Source: an optimization exercise on an open RTL-to-GDS flow (aim: small area, a short achievable clock period and few clock cycles). Production flows keep margins and buffers that such runs may drop.
Function was not checked in any run shown here: the RTL went through the layout flow alone.
Power is estimated from default activity; no workload was simulated.

## flow/flow/run.sh

```bash
#!/bin/bash
# Standard ORFS layout (the standard.sh, unchanged synthesis) with three
# layout knobs: port buffers use the small buf_1 cell, CTS inserts no dummy
# loads, and repair_timing aims for a larger setup margin so the
# text_addr -> text_byte path is sized for speed.
set -euo pipefail
MARGIN=$(cat flow/margin.txt)
bash standard.sh \
  'BUFFER_PORTS_ARGS=-buffer_cell sky130_fd_sc_hd__buf_1' \
  "CTS_ARGS=-sink_clustering_enable -repair_clock_nets -dont_use_dummy_load -buf_list {$(cat flow/ctsbufs.txt)} $(cat flow/ctsextra.txt)" \
  "SETUP_SLACK_MARGIN=${MARGIN}" \
  finish > make_finish.log 2>&1
```

## flow/flow/ctsbufs.txt

```
sky130_fd_sc_hd__clkbuf_4 sky130_fd_sc_hd__clkbuf_8
```

## flow/flow/ctsextra.txt

```
-sink_clustering_size 16 -sink_clustering_max_diameter 50
```

## flow/flow/margin.txt

```
7
```

## flow/standard.sh

```bash
#!/bin/bash
# synth_recipe.tcl (not shown) runs the flow's synth.tcl, then flattens the netlist and writes it again
# the make line also repeats each setting of config.mk as NAME=value (left out here)
make -C /OpenROAD-flow-scripts/flow DESIGN_CONFIG=/design/flow/config.mk WORK_HOME=/design/flow/orfs CLKGATE_MAP_FILE= SYNTH_SCRIPT=/design/flow/synth_recipe.tcl "${@:-finish}"
```

## flow/config.mk

```make
export PLATFORM = sky130hd
export DESIGN_NAME = rfd_bin_decoder
export DESIGN_NICKNAME = rfd_bin_decoder
export VERILOG_FILES = /design/flow/design.v
export SDC_FILE = /design/flow/constraint.sdc
export NUM_CORES = 4
export LEC_CHECK = 0
export CAP_MARGIN = 20
export CORE_MARGIN = 2
export CORE_UTILIZATION = 40
export PLACE_DENSITY = 0.6
export SLEW_MARGIN = 20
export SYNTH_HIERARCHICAL = 1
```

## flow/constraint.sdc

```tcl
create_clock -name core_clock -period 14.0 [get_ports {clk}]
set_input_delay 2.8000 -clock core_clock [delete_from_list [all_inputs] [get_ports {clk}]]
set_output_delay 2.8000 -clock core_clock [all_outputs]
set_load 0.01 [all_outputs]
```

## flow/design.v

```verilog
module rfd_bin_decoder (
    input  wire        clk,
    input  wire        rst,         
    input  wire        in_valid,
    input  wire [7:0]  in_byte,
    output wire        in_ready,
    output wire        out_valid,
    input  wire        out_ready,
    output wire        out_ok,
    output wire [7:0]  out_len,
    output wire [15:0] out_pm1,
    output wire [15:0] out_pm2,
    output wire [15:0] out_n,
    output wire [15:0] out_m,
    output wire [15:0] out_g,
    output wire [31:0] out_x,
    output wire [31:0] out_y,
    output wire [31:0] out_z,
    output wire [31:0] out_e,
    output wire [31:0] out_f,
    output wire [7:0]  out_t,
    output wire [31:0] out_s,
    output wire [31:0] out_p,
    output wire [31:0] out_i,
    output wire [31:0] out_j,
    output wire [31:0] out_r,
    output wire [6:0]  out_tlen,
    input  wire [6:0]  text_addr,
    output wire [7:0]  text_byte
);
    localparam [4:0] F_BF1 = 5'd0,  F_BF2 = 5'd1,  F_TL  = 5'd2,  F_N   = 5'd3,
                     F_M   = 5'd4,  F_G   = 5'd5,  F_X   = 5'd6,  F_Y   = 5'd7,
                     F_Z   = 5'd8,  F_E   = 5'd9,  F_F   = 5'd10, F_T   = 5'd11,
                     F_S   = 5'd12, F_P   = 5'd13, F_I   = 5'd14, F_J   = 5'd15,
                     F_R   = 5'd16, F_TXT = 5'd17, F_CK  = 5'd18;
    reg        rec_valid;            
    reg [4:0]  fld;                  
    reg [6:0]  fbyte;                
    reg [7:0]  len;                  
    reg [15:0] bf1, bf2;
    reg [6:0]  tlen;
    reg [7:0]  sum1, sum2;
    reg        ck1_ok, ok;
    reg [15:0] n_r, m_r, g_r;
    reg [31:0] x_r, y_r, z_r, e_r, f_r, s_r, p_r, i_r, j_r, r_r;
    reg [7:0]  t_r;
    reg [631:0] txt;                
    assign in_ready = !rec_valid || out_ready;
    wire   fire     = in_valid && in_ready;
    wire [7:0]  hb1 = (fld == F_BF1) ? in_byte : bf1[15:8];
    wire [15:0] h1  = {hb1, bf1[7:0]};
    wire        hv2 = h1[12];
    wire        tnz = (fld == F_TL) ? (in_byte != 8'd0) : (tlen != 7'd0);
    wire        v2  = bf1[12];
    function field_present(input [4:0] f);
        case (f)
            F_BF2:   field_present = hv2;
            F_TL:    field_present = hv2 & h1[15];
            F_N:     field_present = h1[0];
            F_M:     field_present = h1[1];
            F_G:     field_present = h1[2];
            F_X:     field_present = h1[3];
            F_Y:     field_present = h1[4];
            F_Z:     field_present = h1[5];
            F_E:     field_present = h1[6];
            F_F:     field_present = h1[8];
            F_T:     field_present = h1[9];
            F_S:     field_present = h1[10];
            F_P:     field_present = h1[11];
            F_I:     field_present = hv2 & bf2[0];
            F_J:     field_present = hv2 & bf2[1];
            F_R:     field_present = hv2 & bf2[2];
            F_TXT:   field_present = h1[15] & (!hv2 | tnz);
            default: field_present = 1'b0;
        endcase
    endfunction
    reg [4:0] next_field;
    integer k, b;
    wire [3:0] bsel = 4'b0001 << fbyte[1:0];
    always @(*) begin
        next_field = F_CK;
        for (k = 17; k >= 1; k = k - 1)
            if (k > fld && field_present(k[4:0]))
                next_field = k[4:0];
    end
    reg last_fbyte;
    always @(*) begin
        case (fld)
            F_BF1, F_BF2, F_N, F_CK: last_fbyte = (fbyte[0] == 1'b1);
            F_TL, F_T:               last_fbyte = 1'b1;
            F_M, F_G:                last_fbyte = !v2 || fbyte[0];
            F_TXT:                   last_fbyte = (fbyte + 7'd1 == tlen);
            default:                 last_fbyte = (fbyte[1:0] == 2'd3);
        endcase
    end
    wire       start  = (fld == F_BF1) && (fbyte == 7'd0);
    wire [7:0] s1_b   = start ? 8'd0 : sum1;
    wire [7:0] s2_b   = start ? 8'd0 : sum2;
    wire [8:0] s1_add = {1'b0, s1_b} + {1'b0, in_byte};
    wire [7:0] s1_nxt = s1_add[7:0] + {7'd0, s1_add[8]};
    wire [8:0] s2_add = {1'b0, s2_b} + {1'b0, s1_nxt};
    wire [7:0] s2_nxt = s2_add[7:0] + {7'd0, s2_add[8]};
    wire [7:0] s1_n   = (&sum1) ? 8'd0 : sum1;
    wire [7:0] s2_n   = (&sum2) ? 8'd0 : sum2;
    always @(posedge clk) begin
        if (rst) begin
            rec_valid <= 1'b0;
            fld       <= F_BF1;
            fbyte     <= 7'd0;
        end else begin
            if (out_ready)
                rec_valid <= 1'b0;
            if (fire) begin
                if (fld == F_CK && fbyte[0]) begin
                    rec_valid <= 1'b1;
                    fld       <= F_BF1;
                    fbyte     <= 7'd0;
                end else if (last_fbyte) begin
                    fld   <= next_field;
                    fbyte <= 7'd0;
                end else begin
                    fbyte <= fbyte + 7'd1;
                end
            end
        end
    end
    always @(posedge clk) begin
        if (fire) begin
            len <= start ? 8'd1 : len + 8'd1;
            if (fld != F_CK) begin
                sum1 <= s1_nxt;
                sum2 <= s2_nxt;
            end
            case (fld)
                F_BF1: begin
                    if (fbyte[0]) begin
                        bf1[15:8] <= in_byte;
                        tlen      <= (in_byte[7] && !in_byte[4]) ? 7'd16 : 7'd0;
                        if (!in_byte[4]) bf2 <= 16'd0;
                    end else begin
                        bf1[7:0] <= in_byte;
                    end
                end
                F_BF2: bf2[fbyte[0]*8 +: 8] <= in_byte;
                F_TL:  tlen <= (in_byte > 8'd79) ? 7'd79 : in_byte[6:0];
                F_M: if (!fbyte[0]) m_r[7:0] <= in_byte;
                F_G: if (!fbyte[0]) g_r[7:0] <= in_byte;
                F_T: t_r <= in_byte;
                F_CK: begin
                    if (fbyte[0]) ok <= ck1_ok && (in_byte == s2_n);
                    else          ck1_ok <= (in_byte == s1_n);
                end
                default: ;
            endcase
            for (b = 0; b < 4; b = b + 1) begin
                if (bsel[b]) begin
                    if (b < 2 && fld == F_N) n_r[b*8 +: 8] <= in_byte;
                    if (fld == F_X) x_r[b*8 +: 8] <= in_byte;
                    if (fld == F_Y) y_r[b*8 +: 8] <= in_byte;
                    if (fld == F_Z) z_r[b*8 +: 8] <= in_byte;
                    if (fld == F_E) e_r[b*8 +: 8] <= in_byte;
                    if (fld == F_F) f_r[b*8 +: 8] <= in_byte;
                    if (fld == F_S) s_r[b*8 +: 8] <= in_byte;
                    if (fld == F_P) p_r[b*8 +: 8] <= in_byte;
                    if (fld == F_I) i_r[b*8 +: 8] <= in_byte;
                    if (fld == F_J) j_r[b*8 +: 8] <= in_byte;
                    if (fld == F_R) r_r[b*8 +: 8] <= in_byte;
                end
            end
            if ((fld == F_M) && (fbyte[0] || !v2)) m_r[15:8] <= fbyte[0] ? in_byte : 8'd0;
            if ((fld == F_G) && (fbyte[0] || !v2)) g_r[15:8] <= fbyte[0] ? in_byte : 8'd0;
        end
    end
    wire       clr    = fire && start;
    wire       txt_wr = fire && (fld == F_TXT);
    wire [15:0] tw_hi_dec = 16'b1 << fbyte[6:3];
    wire [7:0]  tw_lo_dec = 8'b1 << fbyte[2:0];
    wire [9:0] tw_hi  = (tw_hi_dec[9:0] & {10{txt_wr}}) | {10{clr}};
    wire [7:0] tw_lo  = tw_lo_dec | {8{clr}};
    wire [7:0] tdata  = start ? 8'd0 : in_byte;
    integer tr, tc;
    always @(posedge clk) begin
        for (tr = 0; tr < 10; tr = tr + 1)
            for (tc = 0; tc < 8; tc = tc + 1)
                if (tr * 8 + tc < 79 && tw_hi[tr] && tw_lo[tc])
                    txt[(tr * 8 + tc) * 8 +: 8] <= tdata;
    end
    assign out_valid = rec_valid;
    assign out_ok    = ok;
    assign out_len   = len;
    assign out_pm1   = bf1;
    assign out_pm2   = bf2;
    assign out_n     = n_r;
    assign out_m     = m_r;
    assign out_g     = g_r;
    assign out_x     = x_r;
    assign out_y     = y_r;
    assign out_z     = z_r;
    assign out_e     = e_r;
    assign out_f     = f_r;
    assign out_t     = t_r;
    assign out_s     = s_r;
    assign out_p     = p_r;
    assign out_i     = i_r;
    assign out_j     = j_r;
    assign out_r     = r_r;
    assign out_tlen  = tlen;
    wire [7:0]  sel_lo = 8'b1 << text_addr[2:0];
    wire [15:0] hi_dec = 16'b1 << text_addr[6:3];
    wire [9:0]  sel_hi = hi_dec[9:0];
    wire [79:0] rows;
    genvar gr;
    generate
        for (gr = 0; gr < 10; gr = gr + 1) begin : g_row
            wire [63:0] d;
            genvar gc;
            for (gc = 0; gc < 8; gc = gc + 1) begin : g_col
                if (gr * 8 + gc < 79) begin : g_on
                    assign d[gc*8 +: 8] = txt[(gr * 8 + gc)*8 +: 8];
                end else begin : g_off
                    assign d[gc*8 +: 8] = 8'd0;
                end
            end
            rfd_sel8 u_row (.d(d), .sel(sel_lo), .q(rows[gr*8 +: 8]));
        end
    endgenerate
    rfd_sel10 u_col (.d(rows), .sel(sel_hi), .q(text_byte));
endmodule
module rfd_sel8 (
    input  wire [63:0] d,
    input  wire [7:0]  sel,
    output wire [7:0]  q
);
    assign q = (d[ 7: 0] & {8{sel[0]}}) | (d[15: 8] & {8{sel[1]}}) |
               (d[23:16] & {8{sel[2]}}) | (d[31:24] & {8{sel[3]}}) |
               (d[39:32] & {8{sel[4]}}) | (d[47:40] & {8{sel[5]}}) |
               (d[55:48] & {8{sel[6]}}) | (d[63:56] & {8{sel[7]}});
endmodule
module rfd_sel10 (
    input  wire [79:0] d,
    input  wire [9:0]  sel,
    output wire [7:0]  q
);
    wire [7:0] qa, qb, qc;
    rfd_sel4 u_a (.d(d[31: 0]), .sel(sel[3:0]), .q(qa));
    rfd_sel4 u_b (.d(d[63:32]), .sel(sel[7:4]), .q(qb));
    rfd_sel2 u_c (.d(d[79:64]), .sel(sel[9:8]), .q(qc));
    assign q = qa | qb | qc;
endmodule
module rfd_sel4 (
    input  wire [31:0] d,
    input  wire [3:0]  sel,
    output wire [7:0]  q
);
    assign q = (d[ 7: 0] & {8{sel[0]}}) | (d[15: 8] & {8{sel[1]}}) |
               (d[23:16] & {8{sel[2]}}) | (d[31:24] & {8{sel[3]}});
endmodule
module rfd_sel2 (
    input  wire [15:0] d,
    input  wire [1:0]  sel,
    output wire [7:0]  q
);
    assign q = (d[ 7: 0] & {8{sel[0]}}) | (d[15: 8] & {8{sel[1]}});
endmodule
```

==> results.txt, run 1 <==
outcome finished clean; average cell area after synthesis 17.1 um^2; synthesized area between 40000 and 50000 um^2; vias in the first global route 24.5k; Synthesis Warnings 13; initial antenna violation count 7; startpoint types input port; Post-synth EDFFs 1073; layout cells sized above 1 0.146; CTS Root Cell clkbuf_8; Endpoint, Worst Hold rec_valid; Nets 2934; DRT antenna net count 0; Synth top area share 0.800; Post-synth top flop edfxtp_1; crit end category output port; RSZ-0062 raised after global routing true; Max-slew headroom 0.203; Power Density between 100 and 150 nW/um^2; largest net degree at the start of global routing 81; cells after synthesis between 2k and 2.5k; peak supply drop 0.0899 mV; DP HPWL 72.9 mm; GR met2 Demand/Resource 0.385; final worst slack approximately 6400 ps; clk latency of the worst-skew pair around 840 ps; # fillers 8435; commonest cells after routing, fill and taps aside edfxtp_1 (1073), buf_1 (433), a22oi_1 (221); Final period util 0.543; DR WL/cell 29.6 um; 1st-iter DRT viols approximately 2.8k; drt first pass iters 5; Final Power between 0.006 and 0.007 W; via count 24.7k; CP startpoint text_addr[0]; critical path class input port to output port; grt total ovfl 0; largest area contributor in the netlist edfxtp_1; Seq/Total Area, Yosys 0.806; setup TNS 0 ps; Required @ worst endpoint approximately 11000 ps; residual DRC count 0; r2r setup slk 7320 ps; htree depth 3; final clock skew ~130 ps; Layout area overhead 17.1%; CTS tree done; global routing's busiest layer met2; Crit Path Max Fanout 8; clock slew at reported path FFs 80 ps; most common library cell in the layout ignoring fill and taps edfxtp_1; num ports ~450; initial core utilization 0.403; M1 GR Usage 0.306; Min-Delay Path Depth 2; first-pass GRT wire length 176 mm; FMAX ~0.13 GHz; CTS Hold Bufs 0; top post-synthesis cells by area edfxtp_1 (80%), a22oi_1 (6.7%), nor2_1 (1.7%), nand4_1 (1.3%), ha_1 (0.87%); Tmin final 7610 ps; distinct cell type count after synthesis 76; TritonCTS Buffers 98; clk buf depth 3; num rows ~120; Pleak between 10 and 15 nW; Final Hold Viols 0; Total Wirelength 124 mm; gr usage total 0.237; Max Cap Viol 0; Hold Startpoint rec_valid; Hold Path Class flip-flop to flip-flop; pre-CTS setup slack 5390 ps; Slew Viols, Final 0; core area 100000 um^2; Crit path arrival time 4810 ps; port buffer count 452; routability cong. 0.863; DIE WIDTH 321 um; RR Endpoint sum2[7]; Final setup viols 0; Tightest Pin Transition 1200 ps; Reg2Reg Depth 29; Sink Count 1086; met3 GRT Util 0.0681; Die Area between 100000 and 150000 um^2; Avg Vias per Cell 5.91; RR Startpoint fbyte[1]; ys async rst share 0; Yosys reg bits about 1.1k; die height 321 um; worst hold slack 565 ps
per-layer routing:
metal,vias to the layer above,routed length [um]
met4,0,4190
li1,10400,-
met3,236,13000
met1,12700,47700
met2,1430,59100
met5,-,0
layout make-up:
class	count	area, um^2	area share
Antenna cell	6	15.0	0.000318
Timing Repair Buffer	552	3450	0.0732
Inverter	21	78.8	0.00167
Clock buffer	98	1350	0.0286
Tap cell	1298	1620	0.0344
Multi-Input combinational cell	1126	8180	0.173
Sequential cell	1086	32500	0.688
cells by family after synthesis:
family                     count (synthesis)  share of synthesized area
DFF                                     1086                      0.806
and+or+nand+nor                          518                     0.0648
AOI/OAI and AO/OA                        515                     0.0917
buffers and inverters                    150                     0.0153
xor gates and xnor gates                  42                    0.00932
adders and majority gates                 30                    0.00969
muxes                                     11                    0.00273
other                                      1                  0.0000931
state kept, by name, indices dropped and copies added, names as in the netlist, 32 cells and up:
signal  cells
f_r        32
i_r        32
z_r        32
r_r        32
e_r        32
txt       632
p_r        32
s_r        32
x_r        32
j_r        32
y_r        32
worst max path at each step:
stage                     slack, ps  cells past startpoint            to
after floorplan                7010                     23       sum2[7]
after global placement         5490                     10  text_byte[6]
after detailed placement       5390                     10  text_byte[6]
after CTS                      6450                     10  text_byte[0]
after global routing           6380                     10  text_byte[0]
final                          6390                     10  text_byte[2]
modules after synthesis (local to each module, per instance):
module | flip-flops and latches | cells inside
rfd_sel2 | 0 | 10
rfd_sel4 | 0 | 28
rfd_bin_decoder | 1086 | 1799
rfd_sel8 | 0 | 48
rfd_sel10 | 0 | 8
power by group:
part	total (W)	switching [W]	internal, W
Combinational	0.00112	0.000789	0.000333
Sequential	0.00416	0.000133	0.00403
Clock	0.00160	0.000979	0.000620
Total	0.00688	0.00190	0.00498
repair_timing:
item,CTS,global route
resized for setup,236,42
setup buffers,17,6
endpoints found under the setup margin,9,13
cloned,29,1
pin swaps,93,36
cells in the mapped netlist (11+ instances only):
cell,number
nor3_1,25
inv_1,19
a22oi_1,362
dfxtp_1,13
edfxtp_1,1073
clkbuf_1,67
o21ai_0,39
a21oi_1,48
nor2_1,186
and2_1,37
nand3_1,31
nor4_1,11
xnor2_1,19
nand4_1,84
xor2_1,22
or3_1,13
buf_2,13
and3_1,13
ha_1,28
mux2i_1,11
nand2b_1,11
nand2_1,66
buf_1,42
through the flow:
stage          area, um^2  utilization  instances
3_3_place_gp        43600        0.436       4030
5_1_grt             47200        0.472       4184
2_1_floorplan       40300            -       2360
3_5_place_dp        43600        0.436       4030
4_1_cts             46900        0.469       4174
6_report            47200        0.472       4187
critical path, cell delays in order:
cell     delay, ps
buf_16         130
nor3b_4        190
buf_12         180
buf_16         190
a22oi_2        160
nand4_1        150
a22oi_2        340
nand2_1        100
or3_4          400
buf_6          130
==> run 2: changes to the inputs <==
--- a/flow/design.v
+++ b/flow/design.v
@@ -207,6 +207,5 @@
     assign out_tlen  = tlen;
-    wire [7:0]  sel_lo = 8'b1 << text_addr[2:0];
-    wire [15:0] hi_dec = 16'b1 << text_addr[6:3];
-    wire [9:0]  sel_hi = hi_dec[9:0];
+    wire [79:0] sel;
     wire [79:0] rows;
+    rfd_dec80 u_dec (.a(text_addr), .sel(sel));
     genvar gr;
@@ -223,6 +222,6 @@
             end
-            rfd_sel8 u_row (.d(d), .sel(sel_lo), .q(rows[gr*8 +: 8]));
+            rfd_sel8 u_row (.d(d), .sel(sel[gr*8 +: 8]), .q(rows[gr*8 +: 8]));
         end
     endgenerate
-    rfd_sel10 u_col (.d(rows), .sel(sel_hi), .q(text_byte));
+    rfd_or10 u_col (.d(rows), .q(text_byte));
 endmodule
@@ -238,27 +237,21 @@
 endmodule
-module rfd_sel10 (
+module rfd_or10 (
     input  wire [79:0] d,
-    input  wire [9:0]  sel,
     output wire [7:0]  q
 );
-    wire [7:0] qa, qb, qc;
-    rfd_sel4 u_a (.d(d[31: 0]), .sel(sel[3:0]), .q(qa));
-    rfd_sel4 u_b (.d(d[63:32]), .sel(sel[7:4]), .q(qb));
-    rfd_sel2 u_c (.d(d[79:64]), .sel(sel[9:8]), .q(qc));
-    assign q = qa | qb | qc;
-endmodule
-module rfd_sel4 (
-    input  wire [31:0] d,
-    input  wire [3:0]  sel,
-    output wire [7:0]  q
-);
-    assign q = (d[ 7: 0] & {8{sel[0]}}) | (d[15: 8] & {8{sel[1]}}) |
-               (d[23:16] & {8{sel[2]}}) | (d[31:24] & {8{sel[3]}});
-endmodule
-module rfd_sel2 (
-    input  wire [15:0] d,
-    input  wire [1:0]  sel,
-    output wire [7:0]  q
-);
-    assign q = (d[ 7: 0] & {8{sel[0]}}) | (d[15: 8] & {8{sel[1]}});
-endmodule
+    assign q = d[ 7: 0] | d[15: 8] | d[23:16] | d[31:24] | d[39:32] |
+               d[47:40] | d[55:48] | d[63:56] | d[71:64] | d[79:72];
+endmodule
+module rfd_dec80 (
+    input  wire [6:0]  a,
+    output wire [79:0] sel
+);
+    wire [7:0]  lo = 8'b1 << a[2:0];
+    wire [15:0] hi = 16'b1 << a[6:3];
+    genvar g;
+    generate
+        for (g = 0; g < 80; g = g + 1) begin : g_sel
+            assign sel[g] = hi[g / 8] & lo[g % 8];
+        end
+    endgenerate
+endmodule
--- a/flow/flow/run.sh
+++ b/flow/flow/run.sh
@@ -9,3 +9,3 @@
   'BUFFER_PORTS_ARGS=-buffer_cell sky130_fd_sc_hd__buf_1' \
-  "CTS_ARGS=-sink_clustering_enable -repair_clock_nets -dont_use_dummy_load -buf_list {$(cat flow/ctsbufs.txt)} $(cat flow/ctsextra.txt)" \
+  "CTS_ARGS=-sink_clustering_enable -repair_clock_nets -dont_use_dummy_load -buf_list {$(cat flow/ctsbufs.txt)}" \
   "SETUP_SLACK_MARGIN=${MARGIN}" \
removed: flow/flow/ctsextra.txt
==> results.txt, run 2 <==
Avg Vias per Cell 5.77 (-2.3%); startpoint types input port; Layout area overhead 18.0%; port buffer count 452 (unchanged); Tightest Pin Transition 1170 ps (-29.8 ps); area of the multi-input gates 8520 um^2 (+4.1%); TritonCTS Buffers 170 (+73%); Post-DP Area 43700 um^2 (+0.21%); commonest cells after routing, fill and taps aside edfxtp_1 (1073), buf_1 (429), a22oi_1 (275); Worst path slowest cell nor4_2; largest net degree at the start of global routing 80 (-1.2%); final worst slack 6390 ps (-4.53 ps); Total Wirelength 120 mm (-2.9%); Required @ worst endpoint 11200 ps (about the same); Power Density 147 nW/um^2 (+0.57%); vias in the first global route 25.0k (+2.3%); num ports 453 (unchanged); post-synthesis mux area share 0.00274 (+0.00000841); outcome finished clean; Post-synth EDFFs 1073 (unchanged); critical path class input port to output port; residual DRC count 0 (unchanged); cells after synthesis 2399 (+2.0%); CP most frequent cell buf_12; CTS tree done; average cell area after synthesis 16.9 um^2 (-1.1%); gr usage total 0.228 (-0.00896); cell area after layout 47900 um^2 (+1.6%); Final Power 0.00703 W (+2.1%); 1st-iter DRT viols 2823 (+0.39%); Die Area 104000 um^2 (+0.82%); Synthesis Warnings 13 (unchanged); Slew Viols, Final 0 (unchanged); top post-synthesis cells by area edfxtp_1 (79%), a22oi_1 (6.0%), nor2_1 (2.2%), nand4_1 (1.4%), ha_1 (0.86%); Nets 3031 (+3.3%); most common library cell in the layout ignoring fill and taps edfxtp_1; Largest Register txt; initial antenna violation count 2 (-5); Synth top area share 0.793 (-0.00656); XOR/XNOR Fraction of Synth Area 0.0107 (+0.00137); CTS Root Cell clkbuf_8; grt total ovfl 0 (unchanged); largest area contributor in the netlist edfxtp_1; layout cells sized above 1 0.165 (+0.0187); peak supply drop 0.0938 mV (+4.3%); Final Hold Viols 0 (unchanged); pre-CTS setup slack 5470 ps (+86.0 ps); Tmin final 7610 ps (+4.53 ps); Synth Area in Compound Gates 0.0804 (-0.0113); die height 323 um (+0.41%); first-pass GRT wire length 172 mm (-2.4%); top-count cell post-synth edfxtp_1; Crit Path Max Fanout 6 (-2); DRT antenna net count 0 (unchanged); via count 25.0k (+1.2%); Crit path arrival time 4810 ps (about the same); clk buf depth 3 (unchanged); # fillers 8583 (+1.8%); DP HPWL 75.2 mm (+3.3%); synthesized area 40600 um^2 (+0.83%); Final period util 0.544 (about the same); Hold Path Class flip-flop to flip-flop; setup TNS 0 ps (unchanged); FMAX 0.131 GHz (about the same); Post-synth top cells edfxtp_1 (1073), a22oi_1 (326), nor2_1 (236); CP max stage delay 440 ps (+40 ps); placed instance count 4109 (+2.0%); cell chain of the critical path buf_12 > or3b_4 > buf_12 > nor2_4 > buf_6 > a22oi_2 > nand4_1 > nor4_2 > nand3_1 > buf_2; simple-gate share of the synthesized area 0.0777 (+0.0129); Sink Count 1086 (unchanged); critical path's top delay family simple AND/OR/NAND/NOR gates; clk latency of the worst-skew pair 850 ps (about the same); clock slew at reported path FFs 50 ps (-30 ps); Yosys reg bits 1086 (unchanged); Max-slew headroom 0.222 (+0.0190); adder and majority cell fraction of the synthesized area 0.00961 (-0.0000794); Layout Cells excl Fill 4338 (+3.6%); main combinational cell family by area after synthesis compound AO/OA/AOI/OAI gates; Seq/Total Area, Yosys 0.800 (-0.00661); ys async rst share 0 (unchanged); distinct cell type count after synthesis 78 (+2.6%); crit end category output port; RSZ-0062 raised after global routing true; drt first pass iters 5 (unchanged); Seq. cell area 32500 um^2 (about the same); Pleak 15.1 nW (+2.4%); core area 100000 um^2 (+0.43%); Max Cap Viol 0 (unchanged); Buf+Inv Stages, Crit Path 4 (unchanged); max FFs per register 632 (unchanged); num rows 116 (unchanged); DIE WIDTH 323 um (+0.41%); final clock skew 81.9 ps (-49.3 ps); htree depth 4 (+1); DR WL/cell 27.8 um (-6.2%); Post-synth top flop edfxtp_1; routability cong. 0.928 (+7.5%); Final setup viols 0 (unchanged); initial core utilization 0.404 (+0.00157)
[run 2: cell count changes after synthesis, sizes merged, moves of 12 or more]
cell   previous run  this run
o21ai            40        23
nor2            188       277
nor4             11        23
nand2            67        45
nand3            33        50
a22oi           362       326
[run 2: cells by family (layout without fill, tap and decap cells)]
logic type / after synthesis / in the layout
AO/OA/AOI/OAI: 452 / 452
buffers and inverters: 162 / 731
other: 1 / 9
flip-flops: 1086 / 1086
AND/OR/NAND/NOR: 609 / 614
XOR/XNOR: 48 / 48
adder cells (fa/ha/maj): 30 / 30
multiplexers: 11 / 11
[run 2: worst paths after layout]
| path | from | endpoint | depth (start not counted) | slack [ps] |
|---|---|---|---|---|
| hold reg to reg | rec_valid | rec_valid | 2 | 530 |
| setup reg to reg | fld[3] | sum2[7] | 27 | 7410 |
| setup / recovery | text_addr[2] | text_byte[2] | 10 | 6390 |
| hold / removal | rec_valid | rec_valid | 2 | 530 |
[run 2: routing by layer]
layer / track usage / share of wire / vias up
li1: - / - / 10600
met1: 0.298 / 0.39 / 12800
met2: 0.376 / 0.49 / 1364
met3: 0.0468 / 0.079 / 275
met4: 0.0880 / 0.039 / 0
met5: 0 / 0 / -
[run 2: repair_timing]
action,CTS,global route
setup buffers,35,12
setup endpoints to repair,16,11
hold buffers,0,0
cloned,6,4
pin swaps,63,32
gates resized for setup,217,45
[run 2: worst register-to-register path, delay by kind of cell, from the launching register on]
kind / cells / cell delay (ps)
and+or+nand+nor: 11 / 2530
DFF: 1 / 530
adders and majority gates: 6 / 1650
xor gates and xnor gates: 1 / 230
buffers and inverters: 1 / 60
AOI/OAI and AO/OA: 8 / 1280
[run 2: final cells by class]
cell class	count	share of cell area
antenna	1	0.0000522
timing repair buffer	541	0.0584
sequential	1086	0.678
inverter	20	0.00165
multi-input combinational	1163	0.178
clock buffer	170	0.0488
tap	1357	0.0354
[run 2: through the flow]
stage / hold WS (ps) / util
2_1_floorplan: 487 / -
3_3_place_gp: 523 / 0.435
3_5_place_dp: 512 / 0.435
4_1_cts: 531 / 0.473
5_1_grt: 585 / 0.477
6_report: 531 / 0.477
[run 2: power by group]
group          switching, W  internal, W  total (W)  leakage, nW
Clock               0.00110      0.00107    0.00216         1.22
Combinational      0.000581     0.000229   0.000810         3.77
Sequential         0.000111      0.00394    0.00406         10.1
Total               0.00179      0.00524    0.00703         15.1
[run 2: modules after synthesis, one instance, submodules excluded]
| module | cells | area, um^2 |
|---|---|---|
| rfd_sel8 | 48 | 320 |
| rfd_bin_decoder | 1770 | 36500 |
| rfd_dec80 | 117 | 703 |
| rfd_or10 | 32 | 170 |
==> run 3: changes to the inputs <==
--- a/flow/design.v
+++ b/flow/design.v
@@ -207,21 +207,21 @@
     assign out_tlen  = tlen;
-    wire [79:0] sel;
-    wire [79:0] rows;
-    rfd_dec80 u_dec (.a(text_addr), .sel(sel));
-    genvar gr;
+    wire [7:0]  sel_lo = 8'b1 << text_addr[2:0];
+    wire [15:0] hi_dec = 16'b1 << text_addr[6:3];
+    wire [9:0]  sel_hi = hi_dec[9:0];
+    wire [63:0] cols;
+    genvar gr, gc;
     generate
-        for (gr = 0; gr < 10; gr = gr + 1) begin : g_row
-            wire [63:0] d;
-            genvar gc;
-            for (gc = 0; gc < 8; gc = gc + 1) begin : g_col
+        for (gc = 0; gc < 8; gc = gc + 1) begin : g_col
+            wire [79:0] d;
+            for (gr = 0; gr < 10; gr = gr + 1) begin : g_row
                 if (gr * 8 + gc < 79) begin : g_on
-                    assign d[gc*8 +: 8] = txt[(gr * 8 + gc)*8 +: 8];
+                    assign d[gr*8 +: 8] = txt[(gr * 8 + gc)*8 +: 8];
                 end else begin : g_off
-                    assign d[gc*8 +: 8] = 8'd0;
-                end
-            end
-            rfd_sel8 u_row (.d(d), .sel(sel[gr*8 +: 8]), .q(rows[gr*8 +: 8]));
+                    assign d[gr*8 +: 8] = 8'd0;
+                end
+            end
+            rfd_sel10 u_col (.d(d), .sel(sel_hi), .q(cols[gc*8 +: 8]));
         end
     endgenerate
-    rfd_or10 u_col (.d(rows), .q(text_byte));
+    rfd_sel8 u_out (.d(cols), .sel(sel_lo), .q(text_byte));
 endmodule
@@ -237,21 +237,12 @@
 endmodule
-module rfd_or10 (
+module rfd_sel10 (
     input  wire [79:0] d,
+    input  wire [9:0]  sel,
     output wire [7:0]  q
 );
-    assign q = d[ 7: 0] | d[15: 8] | d[23:16] | d[31:24] | d[39:32] |
-               d[47:40] | d[55:48] | d[63:56] | d[71:64] | d[79:72];
+    assign q = (d[ 7: 0] & {8{sel[0]}}) | (d[15: 8] & {8{sel[1]}}) |
+               (d[23:16] & {8{sel[2]}}) | (d[31:24] & {8{sel[3]}}) |
+               (d[39:32] & {8{sel[4]}}) | (d[47:40] & {8{sel[5]}}) |
+               (d[55:48] & {8{sel[6]}}) | (d[63:56] & {8{sel[7]}}) |
+               (d[71:64] & {8{sel[8]}}) | (d[79:72] & {8{sel[9]}});
 endmodule
-module rfd_dec80 (
-    input  wire [6:0]  a,
-    output wire [79:0] sel
-);
-    wire [7:0]  lo = 8'b1 << a[2:0];
-    wire [15:0] hi = 16'b1 << a[6:3];
-    genvar g;
-    generate
-        for (g = 0; g < 80; g = g + 1) begin : g_sel
-            assign sel[g] = hi[g / 8] & lo[g % 8];
-        end
-    endgenerate
-endmodule
--- a/flow/flow/run.sh
+++ b/flow/flow/run.sh
@@ -9,3 +9,3 @@
   'BUFFER_PORTS_ARGS=-buffer_cell sky130_fd_sc_hd__buf_1' \
-  "CTS_ARGS=-sink_clustering_enable -repair_clock_nets -dont_use_dummy_load -buf_list {$(cat flow/ctsbufs.txt)}" \
+  "CTS_ARGS=-sink_clustering_enable -repair_clock_nets -dont_use_dummy_load -buf_list {$(cat flow/ctsbufs.txt)} $(cat flow/ctsextra.txt)" \
   "SETUP_SLACK_MARGIN=${MARGIN}" \
==> flow/flow/ctsextra.txt (new file) <==
-sink_clustering_size 16 -sink_clustering_max_diameter 50
==> results.txt, run 3 <==
placed instance count 4052 (-1.4%); max FFs per register 632 (unchanged); FMAX 0.132 GHz (+0.49%); Synth Area in Compound Gates 0.102 (+0.0220); Crit Path Max Fanout 7 (+1); Hold Startpoint rec_valid; XOR/XNOR Fraction of Synth Area 0.00919 (-0.00150); Tmin final 7570 ps (-36.9 ps); setup TNS 0 ps (unchanged); Endpoint, Worst Hold rec_valid; port buffer count 452 (unchanged); 1st-iter DRT viols 2875 (+1.8%); Synth top area share 0.789 (-0.00476); Layout area overhead 14.6%; Max-slew headroom 0.217 (-0.00547); Power Density 146 nW/um^2 (-0.46%); Yosys reg bits 1086 (unchanged); initial antenna violation count 2 (unchanged); via count 24.6k (-1.9%); Final setup viols 0 (unchanged); post-synthesis mux area share 0.00269 (-0.0000471); Slew Viols, Final 0 (unchanged); Layout Cells excl Fill 4207 (-3.0%); gr usage total 0.233 (+0.00472); clk buf depth 3 (unchanged); cells after synthesis 2311 (-3.7%); Sink Count 1086 (unchanged); initial core utilization 0.402 (-0.00220); average cell area after synthesis 17.7 um^2 (+4.4%); crit end category output port; synthesized area 40900 um^2 (+0.60%); main combinational cell family by area after synthesis compound AO/OA/AOI/OAI gates; top post-synthesis cells by area edfxtp_1 (79%), a22oi_1 (4.3%), a221oi_2 (2.4%), nor2_1 (1.7%), a22o_1 (1.4%); largest area contributor in the netlist edfxtp_1; commonest cells after routing, fill and taps aside edfxtp_1 (1073), buf_1 (432), nor2_1 (177); Die Area 105000 um^2 (+0.60%); CTS tree done; Seq/Total Area, Yosys 0.795 (-0.00480); num ports 453 (unchanged); drt first pass iters 5 (unchanged); Tightest Pin Transition 1170 ps (+9.46 ps); DP HPWL 74.7 mm (-0.68%); critical path class input port to output port; Post-synth EDFFs 1073 (unchanged); Required @ worst endpoint 11200 ps (about the same); outcome finished clean; Max Cap Viol 0 (unchanged); most common library cell in the layout ignoring fill and taps edfxtp_1; largest net degree at the start of global routing 80 (unchanged); Largest Register txt; Min-Delay Path Depth 2 (unchanged); Final Hold Viols 0 (unchanged); # fillers 8833 (+2.9%); ys async rst share 0 (unchanged); Hold Path Class flip-flop to flip-flop; RR Endpoint sum2[7]; clock slew at reported path FFs 90 ps (+40 ps); TritonCTS Buffers 99 (-42%); DIE WIDTH 324 um (+0.30%); grt total ovfl 0 (unchanged); top-count cell post-synth edfxtp_1; simple-gate share of the synthesized area 0.0600 (-0.0177); num rows 117 (+0.86%); layout cells sized above 1 0.143 (-0.0219); DR WL/cell 29.9 um (+7.6%); RSZ-0062 raised after global routing true; clk latency of the worst-skew pair 780 ps (-70 ps); routability cong. 0.911 (-1.9%); Total Wirelength 126 mm (+4.3%); DRT antenna net count 0 (unchanged); core area 102000 um^2 (+1.2%); Reg2Reg Depth 29 (+7.4%); worst hold slack 571 ps (+39.7 ps); residual DRC count 0 (unchanged); CTS Root Cell clkbuf_8; adder and majority cell fraction of the synthesized area 0.00955 (-0.0000577); first-pass GRT wire length 176 mm (+1.9%); die height 324 um (+0.30%); r2r setup slk 7540 ps (+130 ps); final clock skew 90.0 ps (+8.15 ps); RR Startpoint fbyte[0]; startpoint types input port; distinct cell type count after synthesis 78 (unchanged); Crit path arrival time 4770 ps (-40 ps); peak supply drop 0.100 mV (+6.9%); Nets 2887 (-4.8%); Pleak 14.6 nW (-2.7%); Synthesis Warnings 13 (unchanged); Avg Vias per Cell 5.84 (+1.1%); htree depth 3 (-1); Post-synth top flop edfxtp_1; Final period util 0.541 (-0.00264); vias in the first global route 24.1k (-3.8%); Post-synth top cells edfxtp_1 (1073), a22oi_1 (234), nor2_1 (186)
-- run 3: cell count changes in the layout (fill, tap and decap cells not counted), moves of 16 or more --
cell,previous run,this run
nor2_2,19,3
o21ai_0,21,37
a22o_1,1,60
nor2_4,59,8
nor2_1,199,177
a22oi_1,275,176
clkbuf_8,170,99
a221oi_2,0,64
-- run 3: logic make-up after synthesis --
group / Yosys count
buf+inv: 148
flops: 1086
fa+ha+maj: 30
simple gates: 486
other cells: 1
xor+xnor: 42
compound gates: 507
mux: 11
-- run 3: worst max-delay path: stages --
cell	delay [ps]
buf_12	110
nand2b_4	160
nor2_4	390
buf_6	210
buf_16	160
buf_12	120
a22oi_2	90
nand4_1	170
a22oi_2	110
nand4_1	250
buf_2	180
-- run 3: final cells by class --
| cell class | count | area [um^2] | share of cell area |
|---|---|---|---|
| Sequential cell | 1086 | 32500 | 0.694 |
| Inverter | 21 | 82.6 | 0.00176 |
| Clock buffer | 99 | 1360 | 0.0291 |
| Antenna cell | 3 | 7.51 | 0.000160 |
| Tap cell | 1368 | 1710 | 0.0366 |
| Multi-Input combinational cell | 1084 | 8150 | 0.174 |
| Timing Repair Buffer | 546 | 3030 | 0.0646 |
-- run 3: how the worst max path moves through the flow --
stage | endpoint | start | slack [ps]
2_1_floorplan | text_byte[6] | text_addr[6] | 7000
3_3_place_gp | text_byte[6] | text_addr[5] | 5280
3_5_place_dp | text_byte[1] | text_addr[5] | 5210
4_1_cts | text_byte[4] | text_addr[6] | 6450
5_1_grt | text_byte[6] | text_addr[4] | 6390
6_report | text_byte[5] | text_addr[4] | 6430
-- run 3: timing repair --
item / 4_1_cts / 5_1_grt
setup endpoints to repair: 16 / 14
hold buffers: 0 / 0
cloned: 12 / 3
pin swaps: 37 / 28
gates resized for setup: 138 / 31
hold endpoints to repair: 0 / 0
setup buffers: 17 / 21
-- run 3: metrics by stage --
| step | power, W | worst slack [ps] | util | instance area, um^2 |
|---|---|---|---|---|
| final | 0.00683 | 6430 | 0.461 | 46800 |
| after global routing | 0.00708 | 6390 | 0.461 | 46800 |
| after floorplan | 0.00480 | 7000 | - | 40900 |
| after CTS | 0.00682 | 6450 | 0.457 | 46400 |
| after detailed placement | 0.00522 | 5210 | 0.433 | 44000 |
| after global placement | 0.00517 | 5280 | 0.433 | 44000 |
-- run 3: power breakdown --
group / switching [W] / internal (W) / leakage [nW]
Sequential: 0.000127 / 0.00402 / 10.0
Combinational: 0.000766 / 0.000303 / 3.91
Clock: 0.000986 / 0.000628 / 0.712
-- run 3: metal layers --
metal,wire length (um),vias up,part of all wire,GRT usage
met2,60700,1387,0.48,0.385
met3,12500,212,0.10,0.0602
met5,0,-,0,0
li1,-,10300,-,-
met4,3900,0,0.031,0.0742
met1,48500,12700,0.39,0.301
-- run 3: modules after synthesis (local to each module, per instance) --
module,flops+latches,copies in the design,area [um^2],cells inside
rfd_sel10,0,8,493,58
rfd_bin_decoder,1086,1,36600,1799
rfd_sel8,0,1,320,48

-- static timing again, ports no longer ideal --
The results above use ideal ports. As a check the final layouts listed here were re-extracted and re-timed, cells and wires unchanged.
Step 1 (the two cells are an assumption about what drives the block):
set clk [get_ports {clk}]
set_driving_cell -lib_cell sky130_fd_sc_hd__clkbuf_16 $clk
set_driving_cell -lib_cell sky130_fd_sc_hd__buf_2 [delete_from_list [all_inputs] $clk]
Step 2 times the ports against the registers' clock, not the clock port: input delays grow and output delays shrink by t, the midpoint of the rising clock arrivals with the driver on.
Slacks: ideal / step 1 / step 2; pairs: ideal / step 1.
| run | shift t [ns] | slack for setup (ns) | worst setup path at the end |
|---|---|---|---|
| run 1 | 0.809 | 6.395 / 6.292 / 6.292 | input to output |
| run 2 | 0.860 | 6.390 / 6.258 / 6.258 | input to output |
| run 3 | 0.806 | 6.427 / 6.364 / 6.364 | input to output |
After both steps every run listed still meets setup and hold. For run 2, which loses most, drivers alone change the setup slack by -0.132 ns; drivers and shift together by -0.132 ns.
